This design comes from an exercise in tuning for small area on the open sky130 flow, not from production work. At most, simulation tests tie the RTL to the original design; equivalence was not proved. Function not checked in runs 1 and 4: the RTL went through the layout flow alone. No activity file was given, so power comes from the tool's default toggle rates.

File: flow/config.mk
export PLATFORM = sky130hd
export DESIGN_NAME = sbs
export DESIGN_NICKNAME = sbs
export VERILOG_FILES = /design/flow/design.v
export SDC_FILE = /design/flow/constraint.sdc
export NUM_CORES = 4
export LEC_CHECK = 0
export CAP_MARGIN = 20
export CORE_MARGIN = 2
export CORE_UTILIZATION = 65
export CTS_BUF_LIST = sky130_fd_sc_hd__clkbuf_8
export SLEW_MARGIN = 20
File: flow/constraint.sdc
create_clock -name core_clock -period 10.0 [get_ports {clk}]
set_input_delay 2.0000 -clock core_clock [delete_from_list [all_inputs] [get_ports {clk}]]
set_output_delay 2.0000 -clock core_clock [all_outputs]
set_load 0.01 [all_outputs]
File: flow/design.v
module sbs #(
    parameter CHUNK_MAX = 62,      
    parameter N_MAX     = 4095     
) (
    input  wire        clk,
    input  wire        rst,
    input  wire        cmd_valid,
    output wire        cmd_ready,
    input  wire [7:0]  cmd_op,
    input  wire [31:0] cmd_arg,
    input  wire        wd_valid,
    output wire        wd_ready,
    input  wire [7:0]  wd_data,
    output wire        rd_valid,
    output wire [7:0]  rd_data,
    output wire        tx_valid,
    input  wire        tx_ready,
    output wire [7:0]  tx_data,
    output wire        tx_last,
    input  wire        rx_valid,
    output wire        rx_ready,
    input  wire [7:0]  rx_data,
    output wire        busy,
    output wire [7:0]  status,
    output wire [7:0]  cause,
    output wire [31:0] pins
);
    localparam [3:0] OP_SET_PINS   = 4'h1,
                     OP_LINK_INIT  = 4'h2,
                     OP_LINK_CLOSE = 4'h3,
                     OP_ENCODE     = 4'h4,
                     OP_DECODE     = 4'h5,
                     OP_TRANSFER   = 4'h6,
                     OP_WRITE_READ = 4'h7,
                     OP_CS_ASSERT  = 4'h8,
                     OP_CS_RELEASE = 4'h9,
                     OP_INSTR      = 4'hA;
    localparam [1:0] C_CLOCK = 2'd0, C_ECHO = 2'd1, C_PARAMETER = 2'd2, C_RESOURCE = 2'd3;
    localparam [2:0] S_IDLE = 3'd0,
                     S_ENC  = 3'd1,
                     S_DEC  = 3'd2,
                     S_SEND = 3'd3,
                     S_DUP  = 3'd4,
                     S_DROP = 3'd5,
                     S_READ = 3'd6;
    localparam [1:0] K_XFER = 2'd0, K_WR = 2'd1, K_INSN = 2'd2, K_CS = 2'd3;
    localparam [1:0] R_BODY = 2'd0, R_H1 = 2'd1, R_H0 = 2'd2, R_T1 = 2'd3;
    reg [2:0] pcs, pclk, pdin, pdout;    
    reg       pins_valid, link_open, cs_known, cs_level, faulted, err;
    reg [1:0] code;                      
    reg [2:0]  state;
    reg [1:0]  kind;
    reg        oflag;       
    reg        pend;        
    reg [1:0]  rh;          
    reg [15:0] rem;         
    reg [5:0]  ccnt;        
    reg [15:0] ihi;         
    reg [6:0]  ilo;         
    wire [31:0] insn = {ihi, rem[15:7], ilo};
    wire [7:0]  sh   = ihi[7:0];
    function [7:0] dec8(input [2:0] i);
        dec8 = 8'h01 << i;
    endfunction
    wire [7:0] m_cs   = dec8(pcs);
    wire [7:0] m_clk  = dec8(pclk);
    wire [7:0] m_din  = dec8(pdin);
    wire [7:0] m_dout = dec8(pdout);
    assign busy      = (state != S_IDLE);
    assign cmd_ready = (state == S_IDLE) && !faulted;
    assign status    = {2'b00, err, faulted, cs_known & cs_level, cs_known, link_open, pins_valid};
    assign cause     = {5'b00000, faulted & (code[1] | code[0]), faulted & ~(code[1] ^ code[0]),
                        faulted & ~code[0]};
    assign pins      = {m_cs, m_clk, m_din, m_dout};
    wire        sending = (state == S_SEND) || (state == S_DUP);
    wire [6:0]  roff    = (rh == R_H0) ? 7'h7E : (rh == R_H1) ? 7'h7F :
                          (rh == R_T1) ? 7'h01 : 7'h00;
    wire [6:0]  s       = (sending ? {1'b0, ccnt} : 7'h00) + roff;
    wire        head    = s[6];
    wire        big     = rem[6] || ((kind != K_INSN) && (|rem[15:7]));
    wire [6:0]  y       = s - {1'b0, rem[5:0]};
    wire        pay     = !head && (big || y[6]);
    wire        tail0   = !head && !big && (y == 7'h00);
    wire        lastb   = !head && !big && (y == 7'h01);
    wire        one     = !big && (y == 7'h7F);         
    wire [5:0]  v       = y[5:0];                       
    wire        chunk_end = (ccnt == CHUNK_MAX - 1) || lastb;
    wire [7:0]  samp    = (state == S_READ) ? rx_data : wd_data;
    wire        s_clk   = |(samp & m_clk);
    wire        s_din   = |(samp & m_din);
    wire [4:0]  iidx    = {v[5:4] - {1'b0, !sending}, v[3:1]};
    wire        ibit    = insn[~iidx];
    wire        wbit    = samp[~v[3:1]];
    wire        xpay    = pay && (kind == K_XFER);
    wire        dpay    = pay && (kind != K_XFER);
    wire        dsel    = dpay && ((kind == K_INSN) ? ibit : (wbit && !(oflag && state == S_ENC)));
    wire [7:0]  vec     = (dsel ? m_dout : 8'h00) | ((dpay && v[0]) ? m_clk : 8'h00) |
                          ((sending && cs_level) ? m_cs : 8'h00) | (xpay ? samp : 8'h00);
    wire        needwd  = pay && (kind == K_XFER || kind == K_WR);
    wire        takewd  = needwd && (kind == K_XFER || v[3:0] == 4'hF) &&
                          ((state == S_DUP) || !chunk_end);
    assign tx_valid = sending && (!needwd || wd_valid);
    assign tx_data  = vec;
    assign tx_last  = (state == S_DUP);
    assign wd_ready = ((state == S_ENC) && v[3:0] == 4'hF) || (state == S_DEC) ||
                      (sending && takewd && tx_ready);
    assign rx_ready = (state == S_DROP) || (state == S_READ);
    wire        rd_samp = (state == S_READ) && rx_valid;
    wire        dec_on  = (state == S_DEC) ||
                          ((state == S_READ) && pay && (kind == K_INSN || (kind == K_WR && oflag)));
    wire        devt    = dec_on && ((state == S_DEC) ? wd_valid : rx_valid);
    wire        viol    = v[0] ? !s_clk : s_clk;
    wire        echo_bad = (kind == K_INSN) && v[0] && (v[5:4] == 2'd1 || v[5:4] == 2'd2) &&
                           (s_din != ibit);
    wire        dbyte   = v[3:0] == 4'hF;
    assign rd_valid = ((state == S_ENC) && wd_valid) ||
                      (devt && dbyte && (state == S_DEC || kind == K_WR || v[5:4] == 2'd3)) ||
                      (rd_samp && xpay && oflag);
    assign rd_data  = (dec_on && !xpay) ? {sh[6:0], s_din} : vec;
    wire [3:0]  c_op    = cmd_op[7:4];
    wire [3:0]  c_flags = cmd_op[3:0];
    wire [15:0] c_n     = cmd_arg[15:0];
    wire        n_zero  = (c_n == 16'd0);
    wire        n_big   = (c_n[15:12] != 4'd0);
    function one_hot8(input [7:0] m);
        one_hot8 = (m != 8'h00) && ((m & (m - 8'h01)) == 8'h00);
    endfunction
    function [2:0] enc8(input [7:0] m);
        enc8 = {m[4] | m[5] | m[6] | m[7], m[2] | m[3] | m[6] | m[7], m[1] | m[3] | m[5] | m[7]};
    endfunction
    wire [2:0] a_cs   = enc8(cmd_arg[31:24]);
    wire [2:0] a_clk  = enc8(cmd_arg[23:16]);
    wire [2:0] a_din  = enc8(cmd_arg[15:8]);
    wire [2:0] a_dout = enc8(cmd_arg[7:0]);
    wire pins_ok = one_hot8(cmd_arg[31:24]) && one_hot8(cmd_arg[23:16]) &&
                   one_hot8(cmd_arg[15:8]) && one_hot8(cmd_arg[7:0]) &&
                   (a_cs != a_clk) && (a_cs != a_dout) && (a_clk != a_dout) &&
                   (a_din != a_cs) && (a_din != a_clk);
    wire accept = cmd_valid && cmd_ready;
    task automatic fault(input [1:0] why);
        begin
            code      <= why;
            faulted   <= 1'b1;
            cs_known  <= 1'b0;
            link_open <= 1'b0;
        end
    endtask
    task automatic start_frame(input [1:0] k, input [1:0] h, input [15:0] len);
        begin
            kind  <= k;
            rh    <= h;
            rem   <= len;
            ccnt  <= 6'd0;
            pend  <= 1'b0;
            state <= S_SEND;
        end
    endtask
    always @(posedge clk) begin
        if (state == S_IDLE) begin
            ihi   <= cmd_arg[31:16];
            ilo   <= cmd_arg[6:0];
            oflag <= c_flags[0];
        end
        if (rst) begin
            state      <= S_IDLE;
            pins_valid <= 1'b0;
            link_open  <= 1'b0;
            cs_known   <= 1'b0;
            faulted    <= 1'b0;
            err        <= 1'b0;
        end else begin
            case (state)
            S_IDLE: if (accept) begin
                case (c_op)
                OP_SET_PINS, OP_LINK_INIT, OP_LINK_CLOSE, OP_DECODE,
                OP_CS_ASSERT, OP_CS_RELEASE, OP_INSTR:
                    if (c_flags == 4'h0) err <= 1'b0;
                OP_ENCODE:
                    if (c_flags[3:1] == 3'b000) err <= 1'b0;
                OP_TRANSFER, OP_WRITE_READ:
                    if (c_flags[3:2] == 2'b00) err <= 1'b0;
                default: ;
                endcase
                case (c_op)
                OP_SET_PINS:
                    if (c_flags != 4'h0 || !pins_ok) fault(C_PARAMETER);
                    else begin
                        pcs        <= a_cs;
                        pclk       <= a_clk;
                        pdin       <= a_din;
                        pdout      <= a_dout;
                        pins_valid <= 1'b1;
                        cs_known   <= 1'b0;
                    end
                OP_LINK_INIT:
                    if (c_flags != 4'h0 || !pins_valid) fault(C_PARAMETER);
                    else begin
                        link_open <= 1'b1;
                        cs_known  <= 1'b0;
                    end
                OP_LINK_CLOSE:
                    if (c_flags != 4'h0) fault(C_PARAMETER);
                    else begin
                        link_open <= 1'b0;
                        cs_known  <= 1'b0;
                    end
                OP_ENCODE, OP_DECODE:
                    if (c_flags[3:1] != 3'b000 || (c_op == OP_DECODE && c_flags[0]))
                                                            fault(C_PARAMETER);
                    else if (!pins_valid)                   fault(C_PARAMETER);
                    else if (n_big)                         fault(C_RESOURCE);
                    else if (!n_zero) begin
                        kind  <= K_WR;
                        rh    <= R_BODY;
                        rem   <= {c_n[11:0], 4'h0};
                        pend  <= 1'b0;
                        state <= (c_op == OP_ENCODE) ? S_ENC : S_DEC;
                    end
                OP_TRANSFER:
                    if (c_flags[3:2] != 2'b00)              fault(C_PARAMETER);
                    else if (n_zero)                        ;   
                    else if (!pins_valid)                   fault(C_PARAMETER);
                    else if (!link_open)                    fault(C_PARAMETER);
                    else if (!c_flags[1] && !cs_known)      fault(C_PARAMETER);
                    else if (c_n > 16 * N_MAX)              fault(C_RESOURCE);
                    else begin
                        cs_known <= 1'b1;
                        if (c_flags[1]) cs_level <= 1'b0;
                        start_frame(K_XFER, R_H0, c_n);
                    end
                OP_WRITE_READ:
                    if (c_flags[3:2] != 2'b00)              fault(C_PARAMETER);
                    else if (n_zero)                        ;   
                    else if (!pins_valid)                   fault(C_PARAMETER);
                    else if (n_big)                         fault(C_RESOURCE);
                    else if (!link_open)                    fault(C_PARAMETER);
                    else if (!c_flags[1] && !cs_known)      fault(C_PARAMETER);
                    else begin
                        cs_known <= 1'b1;
                        if (c_flags[1]) cs_level <= 1'b0;
                        start_frame(K_WR, R_H0, {c_n[11:0], 4'h0});
                    end
                OP_CS_ASSERT, OP_CS_RELEASE:
                    if (c_flags != 4'h0 || !pins_valid || !link_open) fault(C_PARAMETER);
                    else begin
                        cs_known <= 1'b1;
                        cs_level <= c_op[0];
                        start_frame(K_CS, R_T1, 16'd0);
                    end
                OP_INSTR:
                    if (c_flags != 4'h0 || !pins_valid || !link_open) fault(C_PARAMETER);
                    else begin
                        cs_known <= 1'b1;
                        cs_level <= 1'b0;
                        start_frame(K_INSN, R_H0, {cmd_arg[15:7], 7'd64});
                    end
                default:
                    fault(C_PARAMETER);
                endcase
            end
            S_ENC: if (wd_valid) begin
                rem <= rem - 16'd1;
                if (one) state <= S_IDLE;
            end
            S_DEC: if (wd_valid) begin
                rem <= rem - 16'd1;
                if (viol) pend <= 1'b1;
                if (v[0]) ihi[7:0] <= {sh[6:0], s_din};
                if (one) begin
                    err   <= pend || viol;
                    state <= S_IDLE;
                end
            end
            S_SEND: if (tx_valid && tx_ready) begin
                if (chunk_end) state <= S_DUP;
                else           ccnt  <= ccnt + 6'd1;
            end
            S_DUP: if (tx_valid && tx_ready) begin
                ccnt  <= 6'd0;
                state <= S_DROP;
            end
            S_DROP: if (rx_valid) state <= S_READ;
            S_READ: if (rx_valid) begin
                if (head)  rh  <= rh - 2'd1;
                if (pay)   rem <= rem - 16'd1;
                if (tail0) rh  <= R_T1;
                if (devt) begin
                    if (v[0] && (kind != K_INSN || v[5:4] == 2'd3)) ihi[7:0] <= {sh[6:0], s_din};
                    if (viol) begin
                        pend <= 1'b1;
                        code <= C_CLOCK;
                    end else if (echo_bad && !pend) begin
                        pend <= 1'b1;
                        code <= C_ECHO;
                    end
                end
                if (chunk_end) begin
                    ccnt <= 6'd0;
                    if (lastb) begin
                        state <= S_IDLE;
                        if (pend) fault(code);
                    end else
                        state <= S_SEND;
                end else
                    ccnt <= ccnt + 6'd1;
            end
            default: state <= S_IDLE;
            endcase
        end
    end
endmodule
File: flow/flow/run.sh
#!/bin/bash
# Standard layout, with the port buffers made from the smallest buffer cell.
set -euo pipefail
export BUFFER_PORTS_ARGS="-buffer_cell sky130_fd_sc_hd__buf_1"
bash standard.sh > standard.log 2>&1
File: flow/standard.sh
#!/bin/bash
# synth_recipe.tcl (not shown) runs the flow's synth.tcl, then flattens the netlist and writes it again
# the make line also repeats each setting of config.mk as NAME=value (left out here)
make -C /OpenROAD-flow-scripts/flow DESIGN_CONFIG=/design/flow/config.mk WORK_HOME=/design/flow/orfs CLKGATE_MAP_FILE= SYNTH_SCRIPT=/design/flow/synth_recipe.tcl "${@:-finish}"
==> results of run 1 <==
==> logic make-up after synthesis <==
| family | count (synthesis) | synth area share [%] |
|---|---|---|
| adder cells (fa/ha/maj) | 28 | 4.99 |
| XOR/XNOR | 38 | 4.67 |
| buffers and inverters | 115 | 6.74 |
| other | 1 | 0.0526 |
| AO/OA/AOI/OAI | 207 | 19.9 |
| AND/OR/NAND/NOR | 358 | 26.8 |
| multiplexers | 42 | 7.88 |
| flip-flops | 74 | 28.9 |
==> power breakdown <==
group	total, mW	leakage, nW	switching, mW	internal, mW
Sequential	0.390	0.701	0.0265	0.364
Combinational	0.319	2.13	0.199	0.120
Clock	0.317	0.135	0.125	0.191
==> registers in the layout, summed over array words and instances (netlist names), 3 cells and up <==
name   flops
pdin       3
pclk       3
pcs        3
ccnt       6
rem       16
ilo        7
pdout      3
state      3
ihi       16
==> metrics by stage <==
step           util (%)  total power [mW]  hold slack (ps)
2_1_floorplan         -             0.605              450
3_3_place_gp       71.0             0.689              480
3_5_place_dp       71.0             0.705              496
4_1_cts            73.5              1.01              516
5_1_grt            73.7              1.06              524
6_report           73.7              1.03              522
==> routing by layer <==
metal | share of wire, % | wire length (um) | GRT usage [%] | up-vias
li1 | - | - | - | 3440
met1 | 40 | 9310 | 53.0 | 3576
met2 | 46 | 10800 | 62.5 | 526
met3 | 11 | 2500 | 7.47 | 83
met4 | 3.7 | 868 | 16.0 | 0
met5 | 0 | 0 | 0 | -
==> how the worst max path moves through the flow <==
stage / start / end / slack, ps / depth (start not counted)
after global routing: state[2] / rd_data[1] / 1080 / 23
after CTS: state[1] / rd_data[7] / 1470 / 20
after floorplan: state[0] / rd_data[1] / 2570 / 23
after global placement: state[1] / rd_data[6] / 2180 / 22
final: state[1] / rd_data[7] / 1370 / 20
after detailed placement: state[1] / rd_data[7] / 1900 / 20
==> cell type report <==
cell class / instances / area [um2] / share of cell area [%]
Sequential cell: 74 / 2060 / 26.0
Inverter: 65 / 244 / 3.08
Multi-Input combinational cell: 680 / 4640 / 58.6
Tap cell: 140 / 175 / 2.21
Clock buffer: 9 / 124 / 1.56
Timing Repair Buffer: 134 / 534 / 6.75
Clock inverter: 7 / 141 / 1.79
==> Yosys cell counts, types with 5 or more instances <==
master                      instances  area (um2)
sky130_fd_sc_hd__and2_1            12        75.1
sky130_fd_sc_hd__a21oi_1           48         240
sky130_fd_sc_hd__nand3_1           31         155
sky130_fd_sc_hd__nor4_1            30         188
sky130_fd_sc_hd__a22oi_1           12        90.1
sky130_fd_sc_hd__nand3b_1           5        37.5
sky130_fd_sc_hd__a2111oi_0          6        52.6
sky130_fd_sc_hd__a31oi_1            8        50.1
sky130_fd_sc_hd__nor2b_1           22         138
sky130_fd_sc_hd__edfxtp_1          58        1740
sky130_fd_sc_hd__o21a_1             9        67.6
sky130_fd_sc_hd__nor2_1            71         267
sky130_fd_sc_hd__buf_4             12        90.1
sky130_fd_sc_hd__xor2_1            17         149
sky130_fd_sc_hd__nand2b_1          11        68.8
sky130_fd_sc_hd__a211oi_1           6        45.0
sky130_fd_sc_hd__nor4b_1            7        61.3
sky130_fd_sc_hd__o21ai_0           34         170
sky130_fd_sc_hd__clkbuf_1          34         128
sky130_fd_sc_hd__or3_1             10        62.6
sky130_fd_sc_hd__nand4_1           10        62.6
sky130_fd_sc_hd__or4_1              7        52.6
sky130_fd_sc_hd__o22ai_1            7        43.8
sky130_fd_sc_hd__a222oi_1           8        80.1
sky130_fd_sc_hd__nor3_1            28         140
sky130_fd_sc_hd__mux2i_1           19         190
sky130_fd_sc_hd__nand2_1           68         255
sky130_fd_sc_hd__ha_1              22         275
sky130_fd_sc_hd__mux2_2            13         146
sky130_fd_sc_hd__o31ai_1            8        60.1
sky130_fd_sc_hd__a21o_1             5        37.5
sky130_fd_sc_hd__xnor2_1           21         184
sky130_fd_sc_hd__inv_1             62         233
sky130_fd_sc_hd__o211ai_1           8        60.1
sky130_fd_sc_hd__nor3b_1           14         105
sky130_fd_sc_hd__mux4_2            10         225
sky130_fd_sc_hd__and3_1            15        93.8
sky130_fd_sc_hd__dfxtp_1           16         320
==> implementation parameters, run 1 <==
Parameter                              Value

Run status
  Run status ... finished clean

Timing
  Max Freq ... 116 MHz
  Post-route setup slack ... 1370 ps
  Max-slew headroom ... 31.8%
  Total negative setup slack ... 0 ps
  RSZ-0062 raised after global routing ... no
  Count of endpoints failing hold in the final timing report ... 0
  Max-slew violation total from the final report ... 0
  Worst Clk Skew ... around 13 ps
  Post-route minimum period ... about 8600 ps
  Slew @ Worst Pin ... about 1000 ps
  Tcrit/Tclk final ... between 80% and 90%
  Final number of setup-violating endpoints ... 0

Worst hold path
  Endpoint, Worst Hold ... ihi[7]
  Type of the most critical hold path ... flip-flop to flip-flop
  Worst hold start ... ihi[7]
  Hold Path Stages ... 1

Place
  Final weighted congestion of routability-driven global placement ... between 1 and 1.5
  Estimated wirelength of the detail-placed design ... 18.3 mm
  Port-buffer cells ... about 130
  Placed Cells ... about 1100
  Post-DP Area ... around 7600 um2
  DP Worst Slack ... between 1500 and 2000 ps

CTS
  Clock Tree Buf Depth ... 2
  Post-CTS clock slew at the launch and capture registers of the worst setup and hold paths ... ~90 ps
  Total of cells resized after clock tree synthesis ... 0
  Cts bufs inserted ... 9
  CTS hold repair buffers ... 0
  CTS H-Tree Depth ... 3
  TritonCTS Sinks ... 74
  Skew-Pair Late Insertion Delay ... between 300 and 400 ps
  CTS root buf ... sky130_fd_sc_hd__clkbuf_8
  TritonCTS clock tree ... built
  Post-CTS setup-driven buffer insertion count ... 0

Die
  Die ar. ... ~12000 um2
  CORE AREA ... around 11000 um2
  I/O Pins ... about 130
  Num rows ... 38
  Overall die height ... 109 um
  Starting utilization of the core area ... about 66%
  Die outline width ... approximately 110 um

Yosys
  Number of enable-type register cells in the synthesized netlist ... 58
  Average instance area after synthesis ... a little over 8 um2
  Number of warning messages in the yosys log ... 1
  Number of standard cells after synthesis ... 863
  Yosys cell types ... 81
  Most frequently used flop master after synthesis ... sky130_fd_sc_hd__edfxtp_1
  Synth async-reset ratio ... 0%
  Sequential cell area fraction in the yosys report ... between 20% and 30%
  FF+latch count, synth ... between 70 and 80
  Cell area after synthesis ... 7130 um2

Cells and area
  Final std cell area, no fill ... just under 8000 um2
  Number of standard cells in the final layout excluding fillers ... 1109
  Area growth from synthesis to layout ... 11.1%
  Most used cells in the layout excluding fill and tap cells ... sky130_fd_sc_hd__buf_1, sky130_fd_sc_hd__nor2_1, sky130_fd_sc_hd__nand2_1
  NumNets Final ... between 1000 and 1500
  Antenna cell count ... 0
  Filler cells ... roughly 900
  Share of post-route cells with drive strength above 1 ... under 10%
  Most common library cell in the layout ignoring fill and taps ... sky130_fd_sc_hd__buf_1

Drt
  Total via count in the routed design ... 7625
  DR DRC count ... 0
  Detailed-route wire length ... ~23 mm
  Remaining number of nets flagged by the antenna check after routing ... 0
  Detail-routed via count per cell ... 6.88
  DR pass1 iterations ... 8
  Drt initial violations ... approximately 1100
  Routed length per placed instance ... roughly 21 um

Worst setup path
  Startpoint class of the critical path ... flip-flop
  Endpoint of the worst register-to-register path ... code[1]
  Maximum net fanout on the critical path ... 23
  R2r setup slk ... around 4000 ps
  Most used cell along the critical path ... sky130_fd_sc_hd__ha_1
  Signal arrival time at the worst endpoint ... ~6600 ps
  Crit-path slowest cell ... sky130_fd_sc_hd__dfxtp_1
  Largest delay share family, worst path ... compound AO/OA/AOI/OAI gates
  Slowest cell delay on critical path ... ~820 ps
  Startpoint of the worst register-to-register path ... state[1]
  Required time at the worst-slack endpoint ... ~8000 ps
  Crit path buffers/inverters ... 3
  Number of cells on the worst reg-to-reg path ... 18
  Sequence of cells on the critical path ... nor2_1 > a21oi_1 > buf_4 > nor2b_1 > ha_1 > fa_1 > a211oi_1 > o21a_1 > ha_1 > xor2_1 > inv_1 > ha_1 > mux4_2 > mux2i_1 > nor3_1 > o21a_1 > a311oi_2 > o211ai_1 > mux2_2 > buf_1
  Category of the most critical setup path ... flip-flop to output pin
  Kind of capture point of the worst setup path ... output pin

Global routing
  Total global-route track usage ... 39.3%
  Antenna violations before repair ... 0
  Via count of the first global-routing pass ... between 6000 and 7000
  Wire length of the first global-routing pass ... ~36 mm
  Maximum number of pins on one net before global-route repair ... 33
  Remaining Overflow, GRT ... 0

Run
  Max Cap Violations ... 0

Pwr
  Total power per unit cell area ... 130 nW/um2
  Leakage Power ... around 3 nW
  Worst ir drop on vdd ... between 0.1 and 0.15 mV
==> run 2: changes to the inputs <==
--- a/flow/design.v
+++ b/flow/design.v
@@ -55,10 +55,8 @@
     reg [1:0]  rh;          
     reg [15:0] rem;         
     reg [5:0]  ccnt;        
-    reg [15:0] ihi;         
-    reg [6:0]  ilo;         
-    wire [31:0] insn = {ihi, rem[15:7], ilo};
-    wire [7:0]  sh   = ihi[7:0];
+    reg [7:0]  sh;          
+    reg [31:0] insn;        
     function [7:0] dec8(input [2:0] i);
         dec8 = 8'h01 << i;
     endfunction
@@ -77,7 +75,7 @@
                           (rh == R_T1) ? 7'h01 : 7'h00;
     wire [6:0]  s       = (sending ? {1'b0, ccnt} : 7'h00) + roff;
     wire        head    = s[6];
-    wire        big     = rem[6] || ((kind != K_INSN) && (|rem[15:7]));
+    wire        big     = |rem[15:6];
     wire [6:0]  y       = s - {1'b0, rem[5:0]};
     wire        pay     = !head && (big || y[6]);
     wire        tail0   = !head && !big && (y == 7'h00);
@@ -157,8 +155,7 @@
     endtask
     always @(posedge clk) begin
         if (state == S_IDLE) begin
-            ihi   <= cmd_arg[31:16];
-            ilo   <= cmd_arg[6:0];
+            insn  <= cmd_arg;
             oflag <= c_flags[0];
         end
         if (rst) begin
@@ -252,7 +249,7 @@
                     else begin
                         cs_known <= 1'b1;
                         cs_level <= 1'b0;
-                        start_frame(K_INSN, R_H0, {cmd_arg[15:7], 7'd64});
+                        start_frame(K_INSN, R_H0, 16'd64);
                     end
                 default:
                     fault(C_PARAMETER);
@@ -265,7 +262,7 @@
             S_DEC: if (wd_valid) begin
                 rem <= rem - 16'd1;
                 if (viol) pend <= 1'b1;
-                if (v[0]) ihi[7:0] <= {sh[6:0], s_din};
+                if (v[0]) sh <= {sh[6:0], s_din};
                 if (one) begin
                     err   <= pend || viol;
                     state <= S_IDLE;
@@ -285,7 +282,7 @@
                 if (pay)   rem <= rem - 16'd1;
                 if (tail0) rh  <= R_T1;
                 if (devt) begin
-                    if (v[0] && (kind != K_INSN || v[5:4] == 2'd3)) ihi[7:0] <= {sh[6:0], s_din};
+                    if (v[0]) sh <= {sh[6:0], s_din};
                     if (viol) begin
                         pend <= 1'b1;
                         code <= C_CLOCK;
==> flow/run.sh (new file) <==
#!/bin/bash
# synth_recipe.tcl (not shown) runs the flow's synth.tcl, then flattens the netlist and writes it again
# the make line also repeats each setting of config.mk as NAME=value (left out here)
make -C /OpenROAD-flow-scripts/flow DESIGN_CONFIG=/design/flow/config.mk WORK_HOME=/design/flow/orfs CLKGATE_MAP_FILE= SYNTH_SCRIPT=/design/flow/synth_recipe.tcl finish
--- a/flow/config.mk
+++ b/flow/config.mk
@@ -7,6 +7,5 @@
 export LEC_CHECK = 0
 export CAP_MARGIN = 20
 export CORE_MARGIN = 2
-export CORE_UTILIZATION = 65
-export CTS_BUF_LIST = sky130_fd_sc_hd__clkbuf_8
+export CORE_UTILIZATION = 40
 export SLEW_MARGIN = 20
removed: flow/flow/run.sh
removed: flow/standard.sh
==> implementation parameters, run 2 <==
Parameter                              Value

Worst hold path
  Worst hold start ... sh[0]
  Hold Path Stages ... 0 (-1)
  Type of the most critical hold path ... flip-flop to flip-flop
  Endpoint, Worst Hold ... sh[1]

CTS
  Total of cells resized after clock tree synthesis ... 0 (unchanged)
  TritonCTS Sinks ... 90 (+22%)
  TritonCTS clock tree ... built
  Skew-Pair Late Insertion Delay ... 360 ps (about the same)
  Post-CTS setup-driven buffer insertion count ... 0 (unchanged)
  CTS H-Tree Depth ... 3 (unchanged)
  CTS root buf ... sky130_fd_sc_hd__clkbuf_16
  Cts bufs inserted ... 9 (unchanged)
  Post-CTS clock slew at the launch and capture registers of the worst setup and hold paths ... 70 ps (-20 ps)
  CTS hold repair buffers ... 0 (unchanged)
  Clock Tree Buf Depth ... 2 (unchanged)

Pwr
  Leakage Power ... 3.28 nW (+10%)
  Worst ir drop on vdd ... 0.119 mV (+16%)
  Total power per unit cell area ... 229 nW/um2 (+77%)

Timing
  Max Freq ... 111 MHz (-3.9%)
  Max-slew headroom ... 29.8% (-2.0 points)
  Slew @ Worst Pin ... 1040 ps (+26.7 ps)
  Total negative setup slack ... 0 ps (unchanged)
  Worst Clk Skew ... 18.3 ps (+5.62 ps)
  Final number of setup-violating endpoints ... 0 (unchanged)
  Tcrit/Tclk final ... 89.8% (+3.5 points)
  Worst hold-check slack ... 453 ps (-69.7 ps)
  Count of endpoints failing hold in the final timing report ... 0 (unchanged)
  Max-slew violation total from the final report ... 0 (unchanged)
  Post-route minimum period ... 8980 ps (+348 ps)
  RSZ-0062 raised after global routing ... no

Yosys
  Average instance area after synthesis ... 8.78 um2 (+6.4%)
  Yosys cell types ... 86 (+6.2%)
  Cell accounting for the most synthesized area ... sky130_fd_sc_hd__edfxtp_1
  Number of standard cells after synthesis ... 863 (unchanged)
  Synth async-reset ratio ... 0% (unchanged)
  Number of warning messages in the yosys log ... 1 (unchanged)
  Share of the synthesized area in the top cell type ... 32.5% (+8.0 points)
  Most common cell in the synthesized netlist ... sky130_fd_sc_hd__edfxtp_1
  Cell area after synthesis ... 7580 um2 (+6.4%)
  Number of enable-type register cells in the synthesized netlist ... 82 (+41%)
  Most frequently used flop master after synthesis ... sky130_fd_sc_hd__edfxtp_1
  FF+latch count, synth ... 90 (+22%)
  Sequential cell area fraction in the yosys report ... 34.6% (+5.7 points)
  Post-synth top cells ... sky130_fd_sc_hd__edfxtp_1, sky130_fd_sc_hd__nor2_1, sky130_fd_sc_hd__inv_1
  Top post-synthesis cells by area ... sky130_fd_sc_hd__edfxtp_1, sky130_fd_sc_hd__nor2_1, sky130_fd_sc_hd__ha_1

Cells and area
  Area growth from synthesis to layout ... 21.0%
  Number of standard cells in the final layout excluding fillers ... 1188 (+7.1%)
  NumNets Final ... 1037 (-1.2%)
  Number of flip-flops in the largest register ... 32
  Share of post-route cells with drive strength above 1 ... 5.97% (-0.53 points)
  Biggest regs ... insn x32, rem x16, sh x7
  Most flops, register ... insn
  Most common library cell in the layout ignoring fill and taps ... sky130_fd_sc_hd__clkdlybuf4s50_1
  Antenna cell count ... 0 (unchanged)
  Most used cells in the layout excluding fill and tap cells ... sky130_fd_sc_hd__clkdlybuf4s50_1, sky130_fd_sc_hd__edfxtp_1, sky130_fd_sc_hd__nor2_1

Global routing
  Antenna violations before repair ... 0 (unchanged)
  Via count of the first global-routing pass ... 6377 (-6.4%)
  Wire length of the first global-routing pass ... 36.5 mm (+2.3%)
  Remaining Overflow, GRT ... 0 (unchanged)
  Total global-route track usage ... 23.5% (-16 points)
  Maximum number of pins on one net before global-route repair ... 42 (+27%)

Worst setup path
  Startpoint class of the critical path ... flip-flop
  Kind of capture point of the worst setup path ... output pin
  Category of the most critical setup path ... flip-flop to output pin
  Maximum net fanout on the critical path ... 22 (-4.3%)
  Endpoint of the worst register-to-register path ... pend
  Largest delay share family, worst path ... compound AO/OA/AOI/OAI gates
  Crit path buffers/inverters ... 4 (+1)
  Required time at the worst-slack endpoint ... 8000 ps (about the same)
  R2r setup slk ... 3560 ps (-480 ps)
  Slowest cell delay on critical path ... 780 ps (-40 ps)
  Sequence of cells on the critical path ... inv_1 > nor3_1 > a21o_1 > inv_1 > nor2_1 > ha_1 > a21o_1 > a21oi_1 > xnor2_1 > ha_1 > o21ai_0 > nand2b_1 > xor2_1 > inv_1 > ha_1 > mux4_1 > mux2i_1 > nand2_1 > a21boi_0 > nor4_1 > o31ai_4 > o31ai_1 > clkdlybuf4s50_1
  Number of cells on the worst reg-to-reg path ... 22 (+4)
  Crit-path slowest cell ... sky130_fd_sc_hd__dfxtp_1
  Startpoint of the worst register-to-register path ... state[2]
  Signal arrival time at the worst endpoint ... 6980 ps (+350 ps)

Die
  Starting utilization of the core area ... 40.7% (-26 points)
  Die outline width ... 142 um (+30%)
  CORE AREA ... 18600 um2 (+73%)
  Overall die height ... 142 um (+30%)
  Die ar. ... 20100 um2 (+70%)
  Num rows ... 50 (+32%)
  I/O Pins ... 133 (unchanged)

Place
  Placed Cells ... 1174 (+7.5%)
  Final weighted congestion of routability-driven global placement ... 0.972 (-9.0%)
  Port-buffer cells ... 125 (unchanged)
  Estimated wirelength of the detail-placed design ... 18.2 mm (-0.75%)

Run status
  Run status ... finished clean

Drt
  Drt initial violations ... 634 (-44%)
  Detailed-route wire length ... 23.7 mm (+1.0%)
  Routed length per placed instance ... 20.0 um (-5.7%)
  DR DRC count ... 0 (unchanged)
  Detail-routed via count per cell ... 5.98 (-13%)
  Total via count in the routed design ... 7104 (-6.8%)
  Remaining number of nets flagged by the antenna check after routing ... 0 (unchanged)
  DR pass1 iterations ... 5 (-3)

Run
  Max Cap Violations ... 0 (unchanged)
run 2: stage by stage:
| stage | power, mW | worst slack (ps) | cell area (um2) | util (%) |
|---|---|---|---|---|
| floorplan | 1.45 | 3060 | 7600 | - |
| global placement | 1.79 | 1640 | 8910 | 47.8 |
| detailed placement | 1.79 | 1460 | 8910 | 47.8 |
| CTS | 2.10 | 1060 | 9170 | 49.2 |
| global route | 2.24 | 393 | 9180 | 49.2 |
| finish | 2.10 | 1020 | 9180 | 49.2 |
run 2: final cells by class:
type | count | area [um2]
fill | 1848 | 9470
multi-input combinational | 654 | 4460
sequential | 90 | 2620
timing repair buffer | 132 | 1300
tap | 234 | 293
inverter | 64 | 240
clock buffer | 9 | 225
clock inverter | 5 | 33.8
run 2: worst max path at each step:
stage,startpoint,endpoint,slack [ps],cells after the start
finish,state[2],rd_data[5],1020,23
global route,state[2],rd_data[5],390,23
CTS,state[2],rd_data[7],1060,23
detailed placement,state[2],rd_data[7],1460,23
global placement,state[2],rd_data[7],1640,23
floorplan,state[2],rd_data[5],3060,23
run 2: power by group:
| group | internal (mW) | total, mW | switching [mW] |
|---|---|---|---|
| clock | 0.165 | 0.314 | 0.149 |
| combinational | 0.479 | 1.19 | 0.708 |
| sequential | 0.545 | 0.602 | 0.0564 |
run 2: cells by family (layout without fill, tap and decap cells):
family | count (synthesis) | count (layout) | share of synthesized area, %
other | 1 | 7 | 0.0495
muxes | 33 | 33 | 6.17
AOI/OAI and AO/OA | 215 | 215 | 19.2
buffers and inverters | 125 | 210 | 7.26
adders and majority gates | 24 | 24 | 4.16
xor gates and xnor gates | 38 | 38 | 4.49
DFF | 90 | 90 | 34.6
and+or+nand+nor | 337 | 337 | 24.1
run 2: per-layer routing:
metal / up-vias / GRT usage, % / share of wire (%)
met2: 310 / 36.2 / 45
met1: 3351 / 34.9 / 47
met4: 0 / 7.21 / 1.6
met5: - / 0 / 0
met3: 27 / 2.46 / 6.5
li1: 3416 / - / -
==> run 3: changes to the inputs <==
--- a/flow/design.v
+++ b/flow/design.v
@@ -55,8 +55,10 @@
     reg [1:0]  rh;          
     reg [15:0] rem;         
     reg [5:0]  ccnt;        
-    reg [7:0]  sh;          
-    reg [31:0] insn;        
+    reg [15:0] ihi;         
+    reg [6:0]  ilo;         
+    wire [31:0] insn = {ihi, rem[15:7], ilo};
+    wire [7:0]  sh   = ihi[7:0];
     function [7:0] dec8(input [2:0] i);
         dec8 = 8'h01 << i;
     endfunction
@@ -71,18 +73,18 @@
                         faulted & ~code[0]};
     assign pins      = {m_cs, m_clk, m_din, m_dout};
     wire        sending = (state == S_SEND) || (state == S_DUP);
-    wire [6:0]  roff    = (rh == R_H0) ? 7'h7E : (rh == R_H1) ? 7'h7F :
-                          (rh == R_T1) ? 7'h01 : 7'h00;
-    wire [6:0]  s       = (sending ? {1'b0, ccnt} : 7'h00) + roff;
-    wire        head    = s[6];
-    wire        big     = |rem[15:6];
-    wire [6:0]  y       = s - {1'b0, rem[5:0]};
-    wire        pay     = !head && (big || y[6]);
-    wire        tail0   = !head && !big && (y == 7'h00);
-    wire        lastb   = !head && !big && (y == 7'h01);
+    wire        head    = sending ? (ccnt[5:1] == 5'b11111) : (rh[1] ^ rh[0]);
+    wire        lastt   = (rh == R_T1);
+    wire        big     = rem[6] || ((kind != K_INSN) && (|rem[15:7]));
+    wire [6:0]  y       = {1'b0, sending ? ccnt : 6'd0} - {1'b0, rem[5:0]};
+    wire        body    = !head && !lastt;
+    wire        pay     = body && (big || y[6]);
+    wire        tail0   = body && !big && (y == 7'h00);
+    wire        lastb   = lastt || (body && !big && (y == 7'h01));
     wire        one     = !big && (y == 7'h7F);         
     wire [5:0]  v       = y[5:0];                       
-    wire        chunk_end = (ccnt == CHUNK_MAX - 1) || lastb;
+    wire        chunk_end = lastb ||
+                            (ccnt == ((sending && rh == R_H0) ? CHUNK_MAX - 3 : CHUNK_MAX - 1));
     wire [7:0]  samp    = (state == S_READ) ? rx_data : wd_data;
     wire        s_clk   = |(samp & m_clk);
     wire        s_din   = |(samp & m_din);
@@ -148,14 +150,15 @@
             kind  <= k;
             rh    <= h;
             rem   <= len;
-            ccnt  <= 6'd0;
+            ccnt  <= (k == K_CS) ? 6'd0 : 6'd62;
             pend  <= 1'b0;
             state <= S_SEND;
         end
     endtask
     always @(posedge clk) begin
         if (state == S_IDLE) begin
-            insn  <= cmd_arg;
+            ihi   <= cmd_arg[31:16];
+            ilo   <= cmd_arg[6:0];
             oflag <= c_flags[0];
         end
         if (rst) begin
@@ -249,7 +252,7 @@
                     else begin
                         cs_known <= 1'b1;
                         cs_level <= 1'b0;
-                        start_frame(K_INSN, R_H0, 16'd64);
+                        start_frame(K_INSN, R_H0, {cmd_arg[15:7], 7'd64});
                     end
                 default:
                     fault(C_PARAMETER);
@@ -262,7 +265,7 @@
             S_DEC: if (wd_valid) begin
                 rem <= rem - 16'd1;
                 if (viol) pend <= 1'b1;
-                if (v[0]) sh <= {sh[6:0], s_din};
+                if (v[0]) ihi[7:0] <= {sh[6:0], s_din};
                 if (one) begin
                     err   <= pend || viol;
                     state <= S_IDLE;
@@ -282,7 +285,7 @@
                 if (pay)   rem <= rem - 16'd1;
                 if (tail0) rh  <= R_T1;
                 if (devt) begin
-                    if (v[0]) sh <= {sh[6:0], s_din};
+                    if (v[0] && (kind != K_INSN || v[5:4] == 2'd3)) ihi[7:0] <= {sh[6:0], s_din};
                     if (viol) begin
                         pend <= 1'b1;
                         code <= C_CLOCK;
==> flow/flow/run.sh (new file) <==
#!/bin/bash
# Standard layout, with the port buffers made from the smallest buffer cell
# and a clock tree without dummy balancing loads.
set -euo pipefail
export BUFFER_PORTS_ARGS="-buffer_cell sky130_fd_sc_hd__buf_1"
export CTS_ARGS="-sink_clustering_enable -repair_clock_nets -dont_use_dummy_load -buf_list sky130_fd_sc_hd__clkbuf_8"
bash standard.sh > standard.log 2>&1
==> flow/standard.sh (new file) <==
#!/bin/bash
# synth_recipe.tcl (not shown) runs the flow's synth.tcl, then flattens the netlist and writes it again
# the make line also repeats each setting of config.mk as NAME=value (left out here)
make -C /OpenROAD-flow-scripts/flow DESIGN_CONFIG=/design/flow/config.mk WORK_HOME=/design/flow/orfs CLKGATE_MAP_FILE= SYNTH_SCRIPT=/design/flow/synth_recipe.tcl "${@:-finish}"
--- a/flow/config.mk
+++ b/flow/config.mk
@@ -7,5 +7,5 @@
 export LEC_CHECK = 0
 export CAP_MARGIN = 20
 export CORE_MARGIN = 2
-export CORE_UTILIZATION = 40
+export CORE_UTILIZATION = 65
 export SLEW_MARGIN = 20
removed: flow/run.sh
==> implementation parameters, run 3 <==
Parameter                              Value

Yosys
  Synthesized-area fraction occupied by and/or/nand/nor cells ... 24.3% (+0.22 points)
  Cell accounting for the most synthesized area ... sky130_fd_sc_hd__edfxtp_1
  Average instance area after synthesis ... 8.43 um2 (-4.0%)
  Yosys cell types ... 83 (-3.5%)
  Most frequently used flop master after synthesis ... sky130_fd_sc_hd__edfxtp_1
  Share of synthesized cell area in full adder, half adder and majority cells ... 3.14% (-1.0 points)
  Post-synth top cells ... sky130_fd_sc_hd__nor2_1, sky130_fd_sc_hd__nand2_1, sky130_fd_sc_hd__edfxtp_1
  Multiplexer share of the synthesized area ... 8.30% (+2.1 points)
  Synth async-reset ratio ... 0% (unchanged)
  Most common cell in the synthesized netlist ... sky130_fd_sc_hd__nor2_1
  Sequential cell area fraction in the yosys report ... 30.1% (-4.5 points)
  Top post-synthesis cells by area ... sky130_fd_sc_hd__edfxtp_1, sky130_fd_sc_hd__dfxtp_1, sky130_fd_sc_hd__nor2_1
  FF+latch count, synth ... 74 (-18%)
  Number of enable-type register cells in the synthesized netlist ... 58 (-29%)
  Share of the synthesized area in the top cell type ... 25.4% (-7.1 points)
  Dominant combinational cell family by area after synthesis ... simple AND/OR/NAND/NOR gates
  Compound-Gate Fraction of Synth Area ... 23.0% (+3.8 points)
  Post-synthesis xor/xnor area fraction ... 4.47% (-0.018 points)
  Cell area after synthesis ... 6860 um2 (-9.6%)
  Number of warning messages in the yosys log ... 1 (unchanged)
  Number of standard cells after synthesis ... 813 (-5.8%)

Pwr
  Share of total power in the clock network ... 21.3% (+6.3 points)
  Sequential group share of total power ... 45.2% (+17 points)
  Total net switching power ... 0.312 mW (-66%)
  Relative contribution of combinational cells to total power ... 33.5% (-23 points)
  Cell-internal power ... 0.559 mW (-53%)
  Total power per unit cell area ... 117 nW/um2 (-49%)
  Sw Ratio ... 35.8% (-7.6 points)
  Leakage Power ... 2.64 nW (-20%)
  Overall power after layout ... 0.871 mW (-59%)
  Worst ir drop on vdd ... 0.0905 mV (-24%)

Timing
  Max-slew violation total from the final report ... 0 (unchanged)
  Max Freq ... 122 MHz (+9.1%)
  RSZ-0062 raised after global routing ... no
  Post-route setup slack ... 1770 ps (+748 ps)
  Worst hold-check slack ... 548 ps (+94.9 ps)
  Final number of setup-violating endpoints ... 0 (unchanged)
  Total negative setup slack ... 0 ps (unchanged)
  Tcrit/Tclk final ... 82.3% (-7.5 points)
  Worst Clk Skew ... 29.4 ps (+11.1 ps)
  Count of endpoints failing hold in the final timing report ... 0 (unchanged)
  Max-slew headroom ... 28.7% (-1.1 points)
  Post-route minimum period ... 8230 ps (-748 ps)
  Slew @ Worst Pin ... 1060 ps (+15.7 ps)

Cells and area
  Filler cells ... 827 (-55%)
  NumNets Final ... 984 (-5.1%)
  Number of standard cells in the final layout excluding fillers ... 1041 (-12%)
  Biggest regs ... ihi x16, rem x16, ilo x7
  Most used cells in the layout excluding fill and tap cells ... sky130_fd_sc_hd__buf_1, sky130_fd_sc_hd__nor2_1, sky130_fd_sc_hd__nand2_1
  Area of the multi-input gates ... 4370 um2 (-1.9%)
  Sequential cell area ... 2060 um2 (-21%)
  Area growth from synthesis to layout ... 8.36%
  Most common library cell in the layout ignoring fill and taps ... sky130_fd_sc_hd__buf_1
  Util after Layout ... 72.3% (+23 points)
  Final std cell area, no fill ... 7430 um2 (-19%)
  Antenna cell count ... 0 (unchanged)
  Share of post-route cells with drive strength above 1 ... 6.52% (+0.54 points)

Global routing
  Remaining Overflow, GRT ... 0 (unchanged)
  Total global-route track usage ... 37.3% (+14 points)
  Wire length of the first global-routing pass ... 33.2 mm (-9.0%)
  Antenna violations before repair ... 1 (+1)
  Via count of the first global-routing pass ... 6463 (+1.3%)
  Maximum number of pins on one net before global-route repair ... 34 (-19%)

Die
  CORE AREA ... 10300 um2 (-45%)
  Starting utilization of the core area ... 66.7% (+26 points)
  Die outline width ... 107 um (-25%)
  Die ar. ... 11400 um2 (-43%)
  Num rows ... 37 (-26%)
  Overall die height ... 107 um (-25%)
  I/O Pins ... 133 (unchanged)

Run
  Max Cap Violations ... 0 (unchanged)

Worst setup path
  Signal arrival time at the worst endpoint ... 6230 ps (-750 ps)
  Maximum net fanout on the critical path ... 25 (+14%)
  Kind of capture point of the worst setup path ... output pin
  Category of the most critical setup path ... flip-flop to output pin
  Required time at the worst-slack endpoint ... 8000 ps (about the same)
  Startpoint class of the critical path ... flip-flop

Place
  Final weighted congestion of routability-driven global placement ... 0.993 (+2.1%)
  DP Worst Slack ... 2300 ps (+845 ps)
  Post-DP Area ... 7310 um2 (-18%)
  Port-buffer cells ... 125 (unchanged)
  Estimated wirelength of the detail-placed design ... 16.5 mm (-9.4%)
  Placed Cells ... 1032 (-12%)

CTS
  TritonCTS Sinks ... 74 (-18%)
  Cts bufs inserted ... 9 (unchanged)
  CTS root buf ... sky130_fd_sc_hd__clkbuf_8
  Post-CTS setup-driven buffer insertion count ... 0 (unchanged)
  CTS H-Tree Depth ... 3 (unchanged)
  Clock Tree Buf Depth ... 2 (unchanged)
  Total of cells resized after clock tree synthesis ... 0 (unchanged)
  TritonCTS clock tree ... built
  CTS hold repair buffers ... 0 (unchanged)
  Skew-Pair Late Insertion Delay ... 360 ps (about the same)
  Post-CTS clock slew at the launch and capture registers of the worst setup and hold paths ... 90 ps (+20 ps)

Drt
  DR pass1 iterations ... 5 (unchanged)
  Detail-routed via count per cell ... 6.84 (+14%)
  Routed length per placed instance ... 20.7 um (+3.8%)
  DR DRC count ... 0 (unchanged)
  Remaining number of nets flagged by the antenna check after routing ... 0 (unchanged)
  Detailed-route wire length ... 21.6 mm (-9.0%)
  Total via count in the routed design ... 7120 (+0.23%)
  Drt initial violations ... 957 (+51%)

Worst hold path
  Type of the most critical hold path ... flip-flop to flip-flop

Run status
  Run status ... finished clean
==> run 3: path summary, 6_finish.rpt <==
| path | startpoint | end | slack (ps) | cells past startpoint |
|---|---|---|---|---|
| hold / removal | ihi[3] | ihi[4] | 550 | 2 |
| hold reg to reg | ihi[3] | ihi[4] | 550 | 2 |
| setup reg to reg | state[2] | code[1] | 4250 | 17 |
| setup / recovery | state[2] | rd_data[4] | 1770 | 18 |
==> run 3: power by group through the flow <==
| stage | clock, mW | sequential (mW) | combinational, mW |
|---|---|---|---|
| detailed placement | 0 | 0.399 | 0.284 |
| CTS | 0.183 | 0.392 | 0.286 |
| global route | 0.193 | 0.396 | 0.315 |
| finish | 0.185 | 0.393 | 0.292 |
| floorplan | 0 | 0.387 | 0.209 |
| global placement | 0 | 0.396 | 0.276 |
==> run 3: critical path: stages, from the launching register on <==
cell and delay, ps:
sky130_fd_sc_hd__dfxtp_1 800, sky130_fd_sc_hd__or3b_2 550, sky130_fd_sc_hd__nand2_1 310, sky130_fd_sc_hd__and2_1 210, sky130_fd_sc_hd__ha_1 280, sky130_fd_sc_hd__a21o_1 190, sky130_fd_sc_hd__a21oi_1 170, sky130_fd_sc_hd__xnor2_1 170
sky130_fd_sc_hd__inv_1 110, sky130_fd_sc_hd__ha_1 270, sky130_fd_sc_hd__nand2b_1 140, sky130_fd_sc_hd__a211oi_1 80, sky130_fd_sc_hd__or3_1 340, sky130_fd_sc_hd__nor4_1 640, sky130_fd_sc_hd__mux2_2 420, sky130_fd_sc_hd__or2_2 340
sky130_fd_sc_hd__o32a_1 300, sky130_fd_sc_hd__o41ai_1 340, sky130_fd_sc_hd__buf_1 190
==> run 3: layer usage <==
metal | GRT usage (%) | vias up | share of wire [%]
li1 | - | 3246 | -
met1 | 50.6 | 3323 | 41
met2 | 59.6 | 488 | 46
met3 | 7.48 | 63 | 11
met4 | 13.1 | 0 | 2.9
met5 | 0 | - | 0
==> run 3: layout make-up <==
type,instances,area share [%]
multi-input combinational,638,58.8
sequential,74,27.8
timing repair buffer,128,6.62
inverter,56,2.83
tap,136,2.29
clock buffer,9,1.67
==> run 3: cells by family after synthesis <==
family	count (synthesis)
buffers and inverters	107
XOR/XNOR	35
AND/OR/NAND/NOR	314
flip-flops	74
multiplexers	41
other	1
AO/OA/AOI/OAI	224
adder cells (fa/ha/maj)	17
==> run 4: changes to the inputs <==
--- a/flow/design.v
+++ b/flow/design.v
@@ -137,6 +137,29 @@
                    (a_cs != a_clk) && (a_cs != a_dout) && (a_clk != a_dout) &&
                    (a_din != a_cs) && (a_din != a_clk);
     wire accept = cmd_valid && cmd_ready;
+    wire op_sp  = (c_op == OP_SET_PINS);
+    wire op_li  = (c_op == OP_LINK_INIT);
+    wire op_lc  = (c_op == OP_LINK_CLOSE);
+    wire op_ed  = (c_op[3:1] == 3'b010);            
+    wire op_xf  = (c_op == OP_TRANSFER);
+    wire op_wr  = (c_op == OP_WRITE_READ);
+    wire op_cs  = (c_op[3:1] == 3'b100);            
+    wire op_in  = (c_op == OP_INSTR);
+    wire op_fr  = op_xf || op_wr;                   
+    wire legal  = ((op_sp || op_li || op_lc || op_cs || op_in || (c_op == OP_DECODE)) && c_flags == 4'h0) ||
+                  ((c_op == OP_ENCODE) && c_flags[3:1] == 3'b000) ||
+                  (op_fr && c_flags[3:2] == 2'b00);
+    wire nolink = !link_open || (!c_flags[1] && !cs_known);
+    wire xbig   = (c_n > 16 * N_MAX);
+    wire f_par  = !legal || (op_sp && !pins_ok) ||
+                  ((op_li || op_ed || op_cs || op_in) && !pins_valid) ||
+                  ((op_cs || op_in) && !link_open) ||
+                  (op_xf && !n_zero && (!pins_valid || nolink)) ||
+                  (op_wr && !n_zero && (!pins_valid || (!n_big && nolink)));
+    wire f_res  = (op_ed && n_big) || (op_xf && !n_zero && xbig) || (op_wr && n_big);
+    wire f_any  = f_par || f_res;
+    wire go     = accept && !f_any;
+    wire run    = go && (((op_ed || op_fr) && !n_zero) || op_cs || op_in);
     task automatic fault(input [1:0] why);
         begin
             code      <= why;
@@ -145,21 +168,16 @@
             link_open <= 1'b0;
         end
     endtask
-    task automatic start_frame(input [1:0] k, input [1:0] h, input [15:0] len);
-        begin
-            kind  <= k;
-            rh    <= h;
-            rem   <= len;
-            ccnt  <= (k == K_CS) ? 6'd0 : 6'd62;
-            pend  <= 1'b0;
-            state <= S_SEND;
-        end
-    endtask
     always @(posedge clk) begin
         if (state == S_IDLE) begin
             ihi   <= cmd_arg[31:16];
             ilo   <= cmd_arg[6:0];
             oflag <= c_flags[0];
+            kind  <= op_xf ? K_XFER : op_cs ? K_CS : op_in ? K_INSN : K_WR;
+            rh    <= op_ed ? R_BODY : op_cs ? R_T1 : R_H0;
+            rem   <= op_xf ? c_n : op_in ? {c_n[15:7], 7'd64} : op_cs ? 16'd0 : {c_n[11:0], 4'h0};
+            ccnt  <= op_cs ? 6'd0 : 6'd62;
+            pend  <= 1'b0;
         end
         if (rst) begin
             state      <= S_IDLE;
@@ -171,92 +189,22 @@
         end else begin
             case (state)
             S_IDLE: if (accept) begin
-                case (c_op)
-                OP_SET_PINS, OP_LINK_INIT, OP_LINK_CLOSE, OP_DECODE,
-                OP_CS_ASSERT, OP_CS_RELEASE, OP_INSTR:
-                    if (c_flags == 4'h0) err <= 1'b0;
-                OP_ENCODE:
-                    if (c_flags[3:1] == 3'b000) err <= 1'b0;
-                OP_TRANSFER, OP_WRITE_READ:
-                    if (c_flags[3:2] == 2'b00) err <= 1'b0;
-                default: ;
-                endcase
-                case (c_op)
-                OP_SET_PINS:
-                    if (c_flags != 4'h0 || !pins_ok) fault(C_PARAMETER);
-                    else begin
-                        pcs        <= a_cs;
-                        pclk       <= a_clk;
-                        pdin       <= a_din;
-                        pdout      <= a_dout;
-                        pins_valid <= 1'b1;
-                        cs_known   <= 1'b0;
-                    end
-                OP_LINK_INIT:
-                    if (c_flags != 4'h0 || !pins_valid) fault(C_PARAMETER);
-                    else begin
-                        link_open <= 1'b1;
-                        cs_known  <= 1'b0;
-                    end
-                OP_LINK_CLOSE:
-                    if (c_flags != 4'h0) fault(C_PARAMETER);
-                    else begin
-                        link_open <= 1'b0;
-                        cs_known  <= 1'b0;
-                    end
-                OP_ENCODE, OP_DECODE:
-                    if (c_flags[3:1] != 3'b000 || (c_op == OP_DECODE && c_flags[0]))
-                                                            fault(C_PARAMETER);
-                    else if (!pins_valid)                   fault(C_PARAMETER);
-                    else if (n_big)                         fault(C_RESOURCE);
-                    else if (!n_zero) begin
-                        kind  <= K_WR;
-                        rh    <= R_BODY;
-                        rem   <= {c_n[11:0], 4'h0};
-                        pend  <= 1'b0;
-                        state <= (c_op == OP_ENCODE) ? S_ENC : S_DEC;
-                    end
-                OP_TRANSFER:
-                    if (c_flags[3:2] != 2'b00)              fault(C_PARAMETER);
-                    else if (n_zero)                        ;   
-                    else if (!pins_valid)                   fault(C_PARAMETER);
-                    else if (!link_open)                    fault(C_PARAMETER);
-                    else if (!c_flags[1] && !cs_known)      fault(C_PARAMETER);
-                    else if (c_n > 16 * N_MAX)              fault(C_RESOURCE);
-                    else begin
-                        cs_known <= 1'b1;
-                        if (c_flags[1]) cs_level <= 1'b0;
-                        start_frame(K_XFER, R_H0, c_n);
-                    end
-                OP_WRITE_READ:
-                    if (c_flags[3:2] != 2'b00)              fault(C_PARAMETER);
-                    else if (n_zero)                        ;   
-                    else if (!pins_valid)                   fault(C_PARAMETER);
-                    else if (n_big)                         fault(C_RESOURCE);
-                    else if (!link_open)                    fault(C_PARAMETER);
-                    else if (!c_flags[1] && !cs_known)      fault(C_PARAMETER);
-                    else begin
-                        cs_known <= 1'b1;
-                        if (c_flags[1]) cs_level <= 1'b0;
-                        start_frame(K_WR, R_H0, {c_n[11:0], 4'h0});
-                    end
-                OP_CS_ASSERT, OP_CS_RELEASE:
-                    if (c_flags != 4'h0 || !pins_valid || !link_open) fault(C_PARAMETER);
-                    else begin
-                        cs_known <= 1'b1;
-                        cs_level <= c_op[0];
-                        start_frame(K_CS, R_T1, 16'd0);
-                    end
-                OP_INSTR:
-                    if (c_flags != 4'h0 || !pins_valid || !link_open) fault(C_PARAMETER);
-                    else begin
-                        cs_known <= 1'b1;
-                        cs_level <= 1'b0;
-                        start_frame(K_INSN, R_H0, {cmd_arg[15:7], 7'd64});
-                    end
-                default:
-                    fault(C_PARAMETER);
-                endcase
+                if (legal) err <= 1'b0;
+                if (f_any) fault(f_par ? C_PARAMETER : C_RESOURCE);
+                if (go && op_sp) begin
+                    pcs        <= a_cs;
+                    pclk       <= a_clk;
+                    pdin       <= a_din;
+                    pdout      <= a_dout;
+                    pins_valid <= 1'b1;
+                end
+                if (go && (op_li || op_lc)) link_open <= op_li;
+                if (go && (op_sp || op_li || op_lc)) cs_known <= 1'b0;
+                if (run && !op_ed) begin
+                    cs_known <= 1'b1;
+                    if (op_cs || op_in || c_flags[1]) cs_level <= op_cs && c_op[0];
+                end
+                if (run) state <= (c_op == OP_ENCODE) ? S_ENC : (c_op == OP_DECODE) ? S_DEC : S_SEND;
             end
             S_ENC: if (wd_valid) begin
                 rem <= rem - 16'd1;
==> implementation parameters, run 4 <==
Parameter                              Value

Run status
  Run status ... finished clean

Worst setup path
  Crit-path slowest cell ... sky130_fd_sc_hd__dfxtp_1
  Maximum net fanout on the critical path ... 21 (-16%)
  Startpoint class of the critical path ... flip-flop
  Number of cells on the worst reg-to-reg path ... 18 (+1)
  Crit path depth ... 19 (+1)
  Required time at the worst-slack endpoint ... 8000 ps (about the same)
  Crit path buffers/inverters ... 3 (+1)
  Slowest cell delay on critical path ... 790 ps (about the same)
  Kind of capture point of the worst setup path ... output pin
  Signal arrival time at the worst endpoint ... 5770 ps (-460 ps)
  Category of the most critical setup path ... flip-flop to output pin
  Largest delay share family, worst path ... multiplexers
  Sequence of cells on the critical path ... nor2_1 > nand2_1 > nand2_1 > inv_1 > nor2b_1 > fa_1 > a21o_1 > a21oi_1 > xnor2_1 > inv_1 > ha_1 > mux4_2 > mux2i_1 > mux2i_1 > mux2_2 > a22oi_1 > o21ai_0 > mux2_2 > buf_1

CTS
  CTS H-Tree Depth ... 3 (unchanged)
  CTS root buf ... sky130_fd_sc_hd__clkbuf_8
  TritonCTS Sinks ... 74 (unchanged)
  Total of cells resized after clock tree synthesis ... 0 (unchanged)
  CTS hold repair buffers ... 0 (unchanged)
  Skew-Pair Late Insertion Delay ... 380 ps (+20 ps)
  TritonCTS clock tree ... built
  Cts bufs inserted ... 9 (unchanged)
  Post-CTS setup-driven buffer insertion count ... 0 (unchanged)
  Post-CTS clock slew at the launch and capture registers of the worst setup and hold paths ... 80 ps (about the same)
  Clock Tree Buf Depth ... 2 (unchanged)

Yosys
  FF+latch count, synth ... 74 (unchanged)
  Synthesized-area fraction occupied by and/or/nand/nor cells ... 25.6% (+1.3 points)
  Share of synthesized cell area in full adder, half adder and majority cells ... 3.14% (+0.0057 points)
  Compound-Gate Fraction of Synth Area ... 25.4% (+2.4 points)
  Cell accounting for the most synthesized area ... sky130_fd_sc_hd__edfxtp_1
  Post-synthesis xor/xnor area fraction ... 3.07% (-1.4 points)
  Most common cell in the synthesized netlist ... sky130_fd_sc_hd__nor2_1
  Top post-synthesis cells by area ... sky130_fd_sc_hd__edfxtp_1, sky130_fd_sc_hd__dfxtp_1, sky130_fd_sc_hd__nor2_1
  Multiplexer share of the synthesized area ... 9.20% (+0.89 points)
  Share of the synthesized area in the top cell type ... 14.5% (-11 points)
  Most frequently used flop master after synthesis ... sky130_fd_sc_hd__dfxtp_1
  Average instance area after synthesis ... 8.09 um2 (-4.1%)
  Dominant combinational cell family by area after synthesis ... simple AND/OR/NAND/NOR gates
  Cell area after synthesis ... 6840 um2 (-0.18%)
  Number of enable-type register cells in the synthesized netlist ... 33 (-43%)
  Post-synth top cells ... sky130_fd_sc_hd__nor2_1, sky130_fd_sc_hd__nand2_1, sky130_fd_sc_hd__inv_1
  Number of standard cells after synthesis ... 846 (+4.1%)
  Synth async-reset ratio ... 0% (unchanged)
  Sequential cell area fraction in the yosys report ... 26.5% (-3.6 points)
  Yosys cell types ... 84 (+1.2%)
  Number of warning messages in the yosys log ... 1 (unchanged)

Pwr
  Overall power after layout ... 0.732 mW (-16%)
  Worst ir drop on vdd ... 0.0984 mV (+8.7%)
  Leakage Power ... 2.72 nW (+3.1%)
  Total power per unit cell area ... 98.4 nW/um2 (-16%)

Timing
  Max Freq ... 129 MHz (+5.9%)
  Slew @ Worst Pin ... 904 ps (-155 ps)
  Final number of setup-violating endpoints ... 0 (unchanged)
  Worst Clk Skew ... 23.2 ps (-6.17 ps)
  Max-slew violation total from the final report ... 0 (unchanged)
  Count of endpoints failing hold in the final timing report ... 0 (unchanged)
  Total negative setup slack ... 0 ps (unchanged)
  Tcrit/Tclk final ... 77.7% (-4.6 points)
  RSZ-0062 raised after global routing ... no
  Max-slew headroom ... 39.6% (+11 points)
  Post-route minimum period ... 7770 ps (-455 ps)

Place
  Estimated wirelength of the detail-placed design ... 17.2 mm (+4.5%)
  Final weighted congestion of routability-driven global placement ... 1.05 (+6.0%)
  Port-buffer cells ... 125 (unchanged)

Cells and area
  Most used cells in the layout excluding fill and tap cells ... sky130_fd_sc_hd__buf_1, sky130_fd_sc_hd__nor2_1, sky130_fd_sc_hd__nand2_1
  NumNets Final ... 1020 (+3.7%)
  Util after Layout ... 72.4% (+0.085 points)
  Most common library cell in the layout ignoring fill and taps ... sky130_fd_sc_hd__buf_1
  Share of post-route cells with drive strength above 1 ... 7.65% (+1.1 points)
  Antenna cell count ... 0 (unchanged)
  Area growth from synthesis to layout ... 8.68%
  Biggest regs ... ihi x16, rem x16, ilo x7

Drt
  Routed length per placed instance ... 21.0 um (+1.1%)
  Total via count in the routed design ... 7468 (+4.9%)
  Remaining number of nets flagged by the antenna check after routing ... 0 (unchanged)
  Drt initial violations ... 1131 (+18%)
  Detail-routed via count per cell ... 6.93 (+1.4%)
  DR DRC count ... 0 (unchanged)
  Detailed-route wire length ... 22.6 mm (+4.6%)
  DR pass1 iterations ... 9 (+4)

Die
  I/O Pins ... 133 (unchanged)
  Num rows ... 37 (unchanged)
  Die ar. ... 11400 um2 (-0.18%)
  Die outline width ... 107 um (about the same)
  CORE AREA ... 10300 um2 (unchanged)
  Overall die height ... 107 um (about the same)
  Starting utilization of the core area ... 66.6% (-0.12 points)

Run
  Max Cap Violations ... 0 (unchanged)

Global routing
  Maximum number of pins on one net before global-route repair ... 43 (+26%)
  Total global-route track usage ... 39.7% (+2.3 points)
  Antenna violations before repair ... 0 (-1)
  Wire length of the first global-routing pass ... 35.2 mm (+5.8%)
  Via count of the first global-routing pass ... 6767 (+4.7%)
  Remaining Overflow, GRT ... 0 (unchanged)

Worst hold path
  Hold Path Stages ... 1 (-1)
  Type of the most critical hold path ... flip-flop to flip-flop
-- run 4: cells by family (layout without fill, tap and decap cells) --
group	count (synthesis)	after routing
AOI/OAI and AO/OA	237	237
other	1	7
and+or+nand+nor	331	331
DFF	74	74
adders and majority gates	17	17
buffers and inverters	113	202
muxes	49	49
xor gates and xnor gates	24	24
-- run 4: worst paths after layout --
| kind | startpoint | slack [ps] | to |
|---|---|---|---|
| worst min register to register | rem[15] | 520 | rem[15] |
| worst max-delay path | state[1] | 2230 | rd_data[2] |
| worst max register to register | state[1] | 4520 | code[0] |
| worst min-delay path | rem[15] | 520 | rem[15] |
-- run 4: worst register-to-register path: stages (launching register included) --
cell	delay (ps)
sky130_fd_sc_hd__dfxtp_1	790
sky130_fd_sc_hd__nor2_1	120
sky130_fd_sc_hd__nand2_1	140
sky130_fd_sc_hd__nand2_1	120
sky130_fd_sc_hd__inv_1	230
sky130_fd_sc_hd__nor2b_1	120
sky130_fd_sc_hd__fa_1	460
sky130_fd_sc_hd__a21o_1	180
sky130_fd_sc_hd__a21oi_1	180
sky130_fd_sc_hd__xnor2_1	170
sky130_fd_sc_hd__inv_1	110
sky130_fd_sc_hd__ha_1	590
sky130_fd_sc_hd__mux4_2	570
sky130_fd_sc_hd__mux2i_1	150
sky130_fd_sc_hd__mux2i_1	130
sky130_fd_sc_hd__mux2_2	370
sky130_fd_sc_hd__xnor2_1	200
sky130_fd_sc_hd__nand4_1	110
sky130_fd_sc_hd__a211oi_1	400
-- run 4: layer usage --
metal	GRT usage (%)	up-vias	wire length, um
li1	-	3358	-
met1	52.8	3439	8730
met2	60.1	582	9990
met3	11.9	89	2910
met4	16.8	0	936
met5	0	-	0
-- run 4: through the flow --
| step | instances | setup WS (ps) | area, um2 | hold WS [ps] |
|---|---|---|---|---|
| floorplan | 852 | 3490 | 6870 | 447 |
| global placement | 1068 | 3010 | 7310 | 492 |
| detailed placement | 1068 | 2710 | 7310 | 491 |
| CTS | 1077 | 2310 | 7440 | 504 |
| global route | 1077 | 1900 | 7440 | 540 |
| finish | 1077 | 2230 | 7440 | 524 |
-- run 4: area by class of cell --
type | count | area, um2
repair buffers | 132 | 522
fillers | 869 | 2840
clock buffers | 9 | 124
flip-flops and latches | 74 | 1810
multi-input cells | 665 | 4580
well taps | 136 | 170
inverters | 61 | 229
-- run 4: where the power goes --
part           internal, mW  switching [mW]
Sequential            0.328          0.0138
Clock                0.0802           0.102
Combinational        0.0761           0.131
Total                 0.485           0.247

-- re-timing with driven ports --
Ports are ideal in the flow. The routed layouts listed here were re-timed in OpenROAD.
Step 1: set_driving_cell puts a clkbuf_16 on clk and a buf_2 on each other input, an assumption about the parent block.
Step 2 times the ports against the registers' clock, not the clock port: input delays grow and output delays shrink by t, the midpoint of the rising clock arrivals with the driver on.
Three values: ideal ports, drivers, drivers and shift; two values: the first two.
run	t (ns)	slack for setup (ns)	hold WS [ns]	worst setup path after step 2	clock arrival spread, ns
run 1	0.403	1.372 / 1.335 / 1.738	0.522 / 0.522 / 0.522	register to output	0.012 / 0.012
run 2	0.393	1.024 / 0.981 / 1.374	0.453 / 0.453 / 0.453	register to output	0.018 / 0.018
run 3	0.387	1.771 / 1.735 / 2.121	0.548 / 0.548 / 0.548	register to output	0.030 / 0.029
run 4	0.407	2.226 / 2.189 / 2.597	0.524 / 0.524 / 0.524	register to output	0.023 / 0.023
After both steps setup and hold are still met in every run listed.
